From an optimization exercise on the open Yosys and OpenROAD flow, aimed at small area; shortcuts taken in it are not production practice. Function was checked by simulation only, so behaviour that the tests miss may differ from the original. The clock port is modelled as an ideal driver; clocking choices that lean on that would not hold on a real chip. No activity file was given, so power comes from the tool's default toggle rates.

Design rdt3_frame_decoder, start of the top module:
module rdt3_frame_decoder (
    input  wire        clk,
    input  wire        rst,
    input  wire        in_valid,
    output wire        in_ready,
    input  wire [31:0] in_data,
    input  wire [2:0]  in_nbytes,    
    input  wire        in_last,
    output wire        out_valid,
    input  wire        out_ready,
    output wire [31:0] out_seq,
    output wire [31:0] out_ack,
    output wire        out_is_ack,
    output wire [31:0] out_digest,
    output wire [31:0] out_crc,
    output wire        out_corrupt,
    output wire        out_malformed,
    output wire [15:0] out_len,
    output wire [15:0] out_poff,
    output wire [15:0] out_plen
);
    localparam [2:0] ST_PAY = 3'd4, ST_FIN = 3'd5, ST_OUT = 3'd6, ST_CLR = 3'd7;
    reg  [2:0]  st;
    reg  [4:0]  t;           
    reg  [1:0]  bi;          
    reg         rdy;         
    reg  [3:0]  nd;          
    reg         neg;         
    reg         bad;         
    reg         d1, d2, d3;  
    reg  [1:0]  cy;          
    reg         ic;          
    reg         isack;
    reg  [31:0] S, A, D, C;  
    reg  [10:0] L;           
    reg  [5:0]  P;           
    wire t31 = (t == 5'd31);
    wire [7:0] cur   = in_data[8*bi +: 8];
    wire       rx    = !st[2] || (st[1:0] == 2'd0);
    wire       slot  = rx && in_valid && !rdy && (in_nbytes != 3'd0);
    wire       lastb = ({1'b0, bi} + 3'd1 == in_nbytes);
  ...
Size in the first run: ~460 cells after synthesis, about 170 flip-flops, roughly 220 I/O pins, ~0.0068 mm^2 of cells after synthesis.
Settings: LEC_CHECK=0, CAP_MARGIN=0, CORE_MARGIN=2, CORE_UTILIZATION=45, PLACE_DENSITY=0.85, SLEW_MARGIN=0; clock period 10.0 ns.
standard.sh (not shown) runs the stock make flow with config.mk's settings and CLKGATE_MAP_FILE= SYNTH_SCRIPT=/design/flow/synth_recipe.tcl, a recipe that flattens the netlist after the stock synthesis.
==> flow/flow/run.sh <==
#!/bin/bash
# Layout flow: the standard ORFS layout (standard.sh) with these changes:
#  - synthesis: the standard synthesis script, except that the final ABC
#    mapping uses an area script (flow/synth_area.tcl, flow/abc_area.script) and
#    Yosys's full-adder extraction is skipped (ADDER_MAP_FILE empty); the
#    registers are the same as the standard synthesis's;
#  - every port is buffered by the smallest buffer (buf_1);
#  - constant outputs share one tie cell (SKIP_REPAIR_TIE_FANOUT);
#  - the clock tree is built from clkbuf_8 leaves under a clkbuf_16 root, with
#    no dummy loads, and then each clock buffer is shrunk to the smallest one
#    that keeps clock-pin slews under 105 ps (as estimated after placement), leaf buffers first (flow/downsize.tcl, a POST_CTS hook).
# Make's full output goes to flow_make.log; ORFS's per-step logs are under orfs/logs.
set -euo pipefail
here=$(pwd)
bash standard.sh \
  SYNTH_SCRIPT="$here/flow/synth_area.tcl" \
  ADDER_MAP_FILE= \
  BUFFER_PORTS_ARGS="-buffer_cell sky130_fd_sc_hd__buf_1" \
  SKIP_REPAIR_TIE_FANOUT=1 \
  CTS_ARGS="-sink_clustering_enable -repair_clock_nets -buf_list sky130_fd_sc_hd__clkbuf_8 -root_buf sky130_fd_sc_hd__clkbuf_16 -dont_use_dummy_load" \
  POST_CTS_TCL="$here/flow/downsize.tcl" \
  finish > flow_make.log 2>&1
==> flow/flow/abc_area.script <==
strash
dch -f
&get -n
&nf -a
&put
==> flow/flow/downsize.tcl <==
set ds_limit 0.105
set ds_sizes {sky130_fd_sc_hd__clkbuf_1 sky130_fd_sc_hd__clkbuf_2 sky130_fd_sc_hd__clkbuf_4 sky130_fd_sc_hd__clkbuf_8 sky130_fd_sc_hd__clkbuf_16}
proc ds_worst_clk_slew {} {
  set worst 0
  foreach p [get_pins -hierarchical */CLK] {
    set s [get_property $p slew_max]
    if { $s > $worst } { set worst $s }
  }
  return $worst
}
proc ds_area {m} { return [get_property [lindex [get_lib_cells */$m] 0] area] }
estimate_parasitics -placement
set base [ds_worst_clk_slew]
puts "downsize: worst clock-pin slew before [format %.4f $base]"
set lim [expr { max($ds_limit, $base) }]
set changed 0
# leaf buffers (those driving register clock pins) first, then the rest
set ds_leaf {}
set ds_other {}
foreach inst [get_cells *] {
  set m [get_property $inst ref_name]
  if { [lsearch -exact $ds_sizes $m] < 0 } { continue }
  set leaf 0
  foreach p [get_pins -of_objects [get_nets -of_objects [get_pins -of_objects $inst -filter "direction==output"]]] {
    if { [get_property $p name] == "CLK" } { set leaf 1; break }
  }
  if { $leaf } { lappend ds_leaf $inst } else { lappend ds_other $inst }
}
foreach inst [concat $ds_leaf $ds_other] {
  set m [get_property $inst ref_name]
  set i [lsearch -exact $ds_sizes $m]
  if { $i <= 0 } { continue }
  for { set j 0 } { $j < $i } { incr j } {
    set cand [lindex $ds_sizes $j]
    replace_cell $inst $cand
    estimate_parasitics -placement
    set w [ds_worst_clk_slew]
    if { $w <= $lim } {
      puts "downsize: [get_property $inst name] $m -> $cand (worst [format %.4f $w])"
      incr changed
      break
    }
    replace_cell $inst $m
  }
}
estimate_parasitics -placement
puts "downsize: $changed buffers changed, worst clock-pin slew now [format %.4f [ds_worst_clk_slew]]"
Other scripts of this flow, unchanged in this note and not shown: flow/flow/synth_area.tcl
Rerun with:
==> flow/flow/abc_area.script (replaced) <==
strash
dch
map -a
mfs2
strash
dch
map -a
topo
stime -c
CAP_MARGIN = 20   (was 0)
SLEW_MARGIN = 20   (was 0)
After rerunning:
- utilization goes down by 1.1 points
- flip-flop and latch count stays the same
- sequential share of layout area goes down by 0.61 points
Rerun with:
==> flow/flow/abc_area.script (replaced) <==
strash
dch -f
&get -n
&nf -a
&put
--- a/flow/flow/downsize.tcl
+++ b/flow/flow/downsize.tcl
@@ -1 +1 @@
-set ds_limit 0.105
+set ds_limit 0.112
What happened: Routed wire length decreases by 1.9%. Total power increases by 1.7%. Clock power decreases by about 4%. Hold slack stays flat. First-iteration DRC count decreases by 37%.

[separate check: timing with driven ports]
Ports are ideal in the flow. The routed layouts listed here were re-timed in OpenROAD.
Step 1: set_driving_cell puts a clkbuf_16 on clk and a buf_2 on each other input, an assumption about the parent block.
Step 2 times the ports against the registers' clock, not the clock port: input delays grow and output delays shrink by t, the midpoint of the rising clock arrivals with the driver on.
a / b / c = ideal ports / drivers / drivers and shift; a / b = the first two.
run	shift t [ns]	setup WS [ns]	worst hold slack (ns)
the first run	0.446	4.279 / 4.237 / 4.683	0.441 / 0.441 / 0.441
the second run	0.596	4.365 / 4.330 / 4.926	0.439 / 0.439 / 0.439
the third run	0.566	4.164 / 4.127 / 4.692	0.440 / 0.440 / 0.440
After both steps every run listed still meets setup and hold.
